From an optimization exercise on the open Yosys and OpenROAD flow, aimed at small area, a short achievable clock period and few clock cycles per item; shortcuts taken in it are not production practice.
In this exercise RTL edits were held to simulation tests only and were not proved equivalent to the original.

==> inputs of build 21 <==
==> flow/design.v (excerpt) <==
module voice_filter (
    input  wire        clk,
    input  wire        rst,        
    input  wire        start,
    input  wire [31:0] x,
    input  wire        topo,       
    input  wire [1:0]  ftype,      
    input  wire [31:0] a0,
    input  wire [31:0] a1,
    input  wire [31:0] a2,
    input  wire [31:0] b1,
    input  wire [31:0] b2,
    input  wire [31:0] f1,
    input  wire [31:0] q,
    output reg         done,
    output reg  [31:0] y
);
    reg [31:0] x1, x2, y1, y2;     
    reg [31:0] low, band;          
    reg        zx1, zx2, zy1, zy2, zlow, zband;
    reg [31:0] acc, p;
    reg [6:1]  c;
    reg        svf;                
    reg [1:0]  ft;                 
    wire go = start;                
    wire bq1 = c[1] & ~svf, bq2 = c[2] & ~svf, bq3 = c[3] & ~svf,
         bq4 = c[4] & ~svf, bq5 = c[5] & ~svf;
    wire sv1 = c[1] & svf, sv2 = c[2] & svf, sv3 = c[3] & svf,
         sv4 = c[4] & svf, sv5 = c[5] & svf, sv6 = c[6] & svf;
    wire dflt = ~(c[1] | c[2] | c[3] | c[4] | sv5);
    reg  [31:0] mul_a, mul_b, add_a, add_b;
    reg         add_sub;
    wire [31:0] mul_y, add_y;
    fp_mul u_mul (.a(mul_a), .b(mul_b), .y(mul_y));
    fp_add u_add (.a(add_a), .b(add_b), .sub(add_sub), .y(add_y));
  ...
==> module voice_filter, before the edit <==
module voice_filter (
    input  wire        clk,
    input  wire        rst,        
    input  wire        start,
    input  wire [31:0] x,
    input  wire        topo,       
    input  wire [1:0]  ftype,      
    input  wire [31:0] a0,
    input  wire [31:0] a1,
    input  wire [31:0] a2,
    input  wire [31:0] b1,
    input  wire [31:0] b2,
    input  wire [31:0] f1,
    input  wire [31:0] q,
    output reg         done,
    output reg  [31:0] y
);
    reg [31:0] x1, x2, y1, y2;     
    reg [31:0] low, band;          
    reg        zx1, zx2, zy1, zy2, zlow, zband;
    reg [31:0] acc, p;
    reg [6:1]  c;
    reg        svf;                
    reg [1:0]  ft;                 
    wire go = start;                
    wire bq1 = c[1] & ~svf, bq2 = c[2] & ~svf, bq3 = c[3] & ~svf,
         bq4 = c[4] & ~svf, bq5 = c[5] & ~svf;
    wire sv1 = c[1] & svf, sv2 = c[2] & svf, sv3 = c[3] & svf,
         sv4 = c[4] & svf, sv5 = c[5] & svf, sv6 = c[6] & svf;
    wire dflt = ~(c[1] | c[2] | c[3] | c[4] | sv5);
    reg  [31:0] mul_a, mul_b, add_a, add_b;
    reg         add_sub;
    wire [31:0] mul_y, add_y;
    fp_mul u_mul (.a(mul_a), .b(mul_b), .y(mul_y));
    fp_add u_add (.a(add_a), .b(add_b), .sub(add_sub), .y(add_y));
    always @(*) begin
        mul_a = ({32{dflt}} & a0) | ({32{bq1}} & a1) | ({32{c[2]}} & a2)
              | ({32{bq3}} & b1) | ({32{c[4]}} & b2)
              | ({32{sv1 | sv5}} & f1) | ({32{sv3}} & q);
        mul_b = ({32{dflt}} & x) | ({32{bq1 & ~zx1}} & x1) | ({32{c[2] & ~zx2}} & x2)
              | ({32{bq3 & ~zy1}} & y1) | ({32{c[4] & ~zy2}} & y2)
              | ({32{(sv1 | sv3) & ~zband}} & band) | ({32{sv5}} & acc);
        add_a = ({32{bq1}} & 32'h80000000) | ({32{bq2 | bq3 | bq4 | bq5 | sv3 | sv4}} & acc)
              | ({32{sv2 & ~zlow}} & low) | ({32{sv6 & ~zband}} & band);
        add_b = ({32{sv3 & ~zlow}} & low) | ({32{~sv3}} & p);
        add_sub = bq4 | bq5 | sv3 | sv4;
    end
    always @(*) begin
        if (svf)
            case (ft)
                2'd0:    y = low;
                2'd1:    y = add_y;
                default: y = acc;
            endcase
        else
            y = add_y;
    end
    always @(posedge clk) begin
        p <= mul_y;
        if (bq2) begin
            x2 <= x1;
            x1 <= x;
        end
        if (bq5) begin
            y2 <= y1;
            y1 <= add_y;
        end
        if (sv2) low  <= add_y;
        if (sv6) band <= add_y;
        if (rst) begin
            zx1   <= 1'b1;
            zx2   <= 1'b1;
            zy1   <= 1'b1;
            zy2   <= 1'b1;
            zlow  <= 1'b1;
            zband <= 1'b1;
            c    <= 6'd0;
            done <= 1'b0;
        end else begin
            done <= bq4 | sv5;
            c    <= {c[5] & svf, c[4:1], go};
            if (go) begin
                svf <= topo;
                ft  <= ftype;
            end
            if (bq1 | bq2 | bq3 | bq4 | sv3 | sv4)
                acc <= add_y;
            else if (go & topo)
                acc <= x;
            if (bq2) begin
                zx2 <= zx1;
                zx1 <= 1'b0;
            end
            if (bq5) begin
                zy2 <= zy1;
                zy1 <= 1'b0;
            end
            if (sv2) zlow  <= 1'b0;
            if (sv6) zband <= 1'b0;
        end
    end
endmodule
clock: 22.0 ns
lec_check: 0
abc_area: 1
cap_margin: 20
core_margin: 2
core_utilization: 45
gpl_timing_driven: 0
setup_slack_margin: 5
slew_margin: 20
run.sh (not shown) runs the stock make flow with config.mk's settings and CLKGATE_MAP_FILE= SYNTH_SCRIPT=/design/flow/synth_recipe.tcl, a recipe that flattens the netlist after the stock synthesis.
==> trial 98: changes against build 21 <==
--- a/flow/design.v
+++ b/flow/design.v
@@ -889,3 +889,8 @@
     reg [31:0] acc, p;
-    reg [6:1]  c;
+    reg [5:1]  b;
+    reg [6:1]  s;
+    reg        c2, c4;             
+    reg        dflt;               
+    reg        sel_acc;            
+    reg        sel_sub;            
     reg        svf;                
@@ -893,23 +898,16 @@
     wire go = start;                
-    wire bq1 = c[1] & ~svf, bq2 = c[2] & ~svf, bq3 = c[3] & ~svf,
-         bq4 = c[4] & ~svf, bq5 = c[5] & ~svf;
-    wire sv1 = c[1] & svf, sv2 = c[2] & svf, sv3 = c[3] & svf,
-         sv4 = c[4] & svf, sv5 = c[5] & svf, sv6 = c[6] & svf;
-    wire dflt = ~(c[1] | c[2] | c[3] | c[4] | sv5);
     reg  [31:0] mul_a, mul_b, add_a, add_b;
-    reg         add_sub;
     wire [31:0] mul_y, add_y;
     fp_mul u_mul (.a(mul_a), .b(mul_b), .y(mul_y));
-    fp_add u_add (.a(add_a), .b(add_b), .sub(add_sub), .y(add_y));
+    fp_add u_add (.a(add_a), .b(add_b), .sub(sel_sub), .y(add_y));
     always @(*) begin
-        mul_a = ({32{dflt}} & a0) | ({32{bq1}} & a1) | ({32{c[2]}} & a2)
-              | ({32{bq3}} & b1) | ({32{c[4]}} & b2)
-              | ({32{sv1 | sv5}} & f1) | ({32{sv3}} & q);
-        mul_b = ({32{dflt}} & x) | ({32{bq1 & ~zx1}} & x1) | ({32{c[2] & ~zx2}} & x2)
-              | ({32{bq3 & ~zy1}} & y1) | ({32{c[4] & ~zy2}} & y2)
-              | ({32{(sv1 | sv3) & ~zband}} & band) | ({32{sv5}} & acc);
-        add_a = ({32{bq1}} & 32'h80000000) | ({32{bq2 | bq3 | bq4 | bq5 | sv3 | sv4}} & acc)
-              | ({32{sv2 & ~zlow}} & low) | ({32{sv6 & ~zband}} & band);
-        add_b = ({32{sv3 & ~zlow}} & low) | ({32{~sv3}} & p);
-        add_sub = bq4 | bq5 | sv3 | sv4;
+        mul_a = ({32{dflt}} & a0) | ({32{b[1]}} & a1) | ({32{c2}} & a2)
+              | ({32{b[3]}} & b1) | ({32{c4}} & b2)
+              | ({32{s[1] | s[5]}} & f1) | ({32{s[3]}} & q);
+        mul_b = ({32{dflt}} & x) | ({32{b[1] & ~zx1}} & x1) | ({32{c2 & ~zx2}} & x2)
+              | ({32{b[3] & ~zy1}} & y1) | ({32{c4 & ~zy2}} & y2)
+              | ({32{(s[1] | s[3]) & ~zband}} & band) | ({32{s[5]}} & acc);
+        add_a = ({32{b[1]}} & 32'h80000000) | ({32{sel_acc}} & acc)
+              | ({32{s[2] & ~zlow}} & low) | ({32{s[6] & ~zband}} & band);
+        add_b = ({32{s[3] & ~zlow}} & low) | ({32{~s[3]}} & p);
     end
@@ -927,3 +925,3 @@
         p <= mul_y;
-        if (bq2) begin
+        if (b[2]) begin
             x2 <= x1;
@@ -931,3 +929,3 @@
         end
-        if (bq5) begin
+        if (b[5]) begin
             y2 <= y1;
@@ -935,16 +933,28 @@
         end
-        if (sv2) low  <= add_y;
-        if (sv6) band <= add_y;
+        if (s[2]) low  <= add_y;
+        if (s[6]) band <= add_y;
         if (rst) begin
-            zx1   <= 1'b1;
-            zx2   <= 1'b1;
-            zy1   <= 1'b1;
-            zy2   <= 1'b1;
-            zlow  <= 1'b1;
-            zband <= 1'b1;
-            c    <= 6'd0;
-            done <= 1'b0;
+            zx1     <= 1'b1;
+            zx2     <= 1'b1;
+            zy1     <= 1'b1;
+            zy2     <= 1'b1;
+            zlow    <= 1'b1;
+            zband   <= 1'b1;
+            b       <= 5'd0;
+            s       <= 6'd0;
+            c2      <= 1'b0;
+            c4      <= 1'b0;
+            dflt    <= 1'b1;
+            sel_acc <= 1'b0;
+            sel_sub <= 1'b0;
+            done    <= 1'b0;
         end else begin
-            done <= bq4 | sv5;
-            c    <= {c[5] & svf, c[4:1], go};
+            done    <= b[4] | s[5];
+            b       <= {b[4:1], go & ~topo};
+            s       <= {s[5:1], go & topo};
+            c2      <= b[1] | s[1];
+            c4      <= b[3] | s[3];
+            dflt    <= ~(go | b[1] | b[2] | b[3] | s[1] | s[2] | s[3] | s[4]);
+            sel_acc <= b[1] | b[2] | b[3] | b[4] | s[2] | s[3];
+            sel_sub <= b[3] | b[4] | s[2] | s[3];
             if (go) begin
@@ -953,3 +963,3 @@
             end
-            if (bq1 | bq2 | bq3 | bq4 | sv3 | sv4)
+            if (b[1] | b[2] | b[3] | b[4] | s[3] | s[4])
                 acc <= add_y;
@@ -957,3 +967,3 @@
                 acc <= x;
-            if (bq2) begin
+            if (b[2]) begin
                 zx2 <= zx1;
@@ -961,3 +971,3 @@
             end
-            if (bq5) begin
+            if (b[5]) begin
                 zy2 <= zy1;
@@ -965,4 +975,4 @@
             end
-            if (sv2) zlow  <= 1'b0;
-            if (sv6) zband <= 1'b0;
+            if (s[2]) zlow  <= 1'b0;
+            if (s[6]) zband <= 1'b0;
         end
CORE_UTILIZATION = 40   (was 45)
==> impl_metrics.csv <==
group,metric,value,unit
outcome,status,"finished clean",
setup_path,r2r-start,"svf",
synthesis,yosys.area_share.simple,27.98,%
cells_and_area,multi_input_area,34490,um^2
cts,cts_made_buffers,27,
(the above is from build 21)
==> impl_metrics.csv <==
group,metric,value,unit
cells_and_area,nNetsFinal,7887,
cts,cts_made_buffers,34,
synthesis,yosys.area_share.simple,27.61,%
synthesis,synth_area,44550,um^2
outcome,status,"finished clean",
synthesis,synth_edf_count,227,
cells_and_area,area_growth,21.92,%
setup_path,r2r-start,"dflt",
(the above is from trial 98)
Testbench counts of build 21, summed over its fixed seeds: cycles 22,527, items 4,096.
Testbench counts of trial 98, summed over its fixed seeds: cycles 22,527, items 4,096.

[port drivers added, routing unchanged]
The flow's constraints put no driver on any port. The routed layouts listed below were extracted and timed again, unchanged, in two steps.
Step 1 assumes that a clkbuf_16 drives the clock port and a buf_2 every other input.
Step 2 also shifts input and output timing later by t, the mid clock arrival at the registers, as if the neighbouring blocks saw the same clock.
Three values: ideal ports, drivers, drivers and shift; two values: the first two.
| run | t, ns | slack for setup (ns) | worst setup path at the end | latest minus earliest clock arrival (ns) | pins driven straight from the clock port |
|---|---|---|---|---|---|
| build 21 | 0.629 | 5.036 / 4.981 / 4.453 | input to register | 0.017 / 0.017 | 1 |
| trial 98 | 0.604 | 5.403 / 5.343 / 4.987 | input to register | 0.038 / 0.038 | 1 |
After both steps setup and hold are still met in every run listed. For build 21, which loses most, drivers alone change the setup slack by -0.055 ns; drivers and shift together by -0.583 ns.
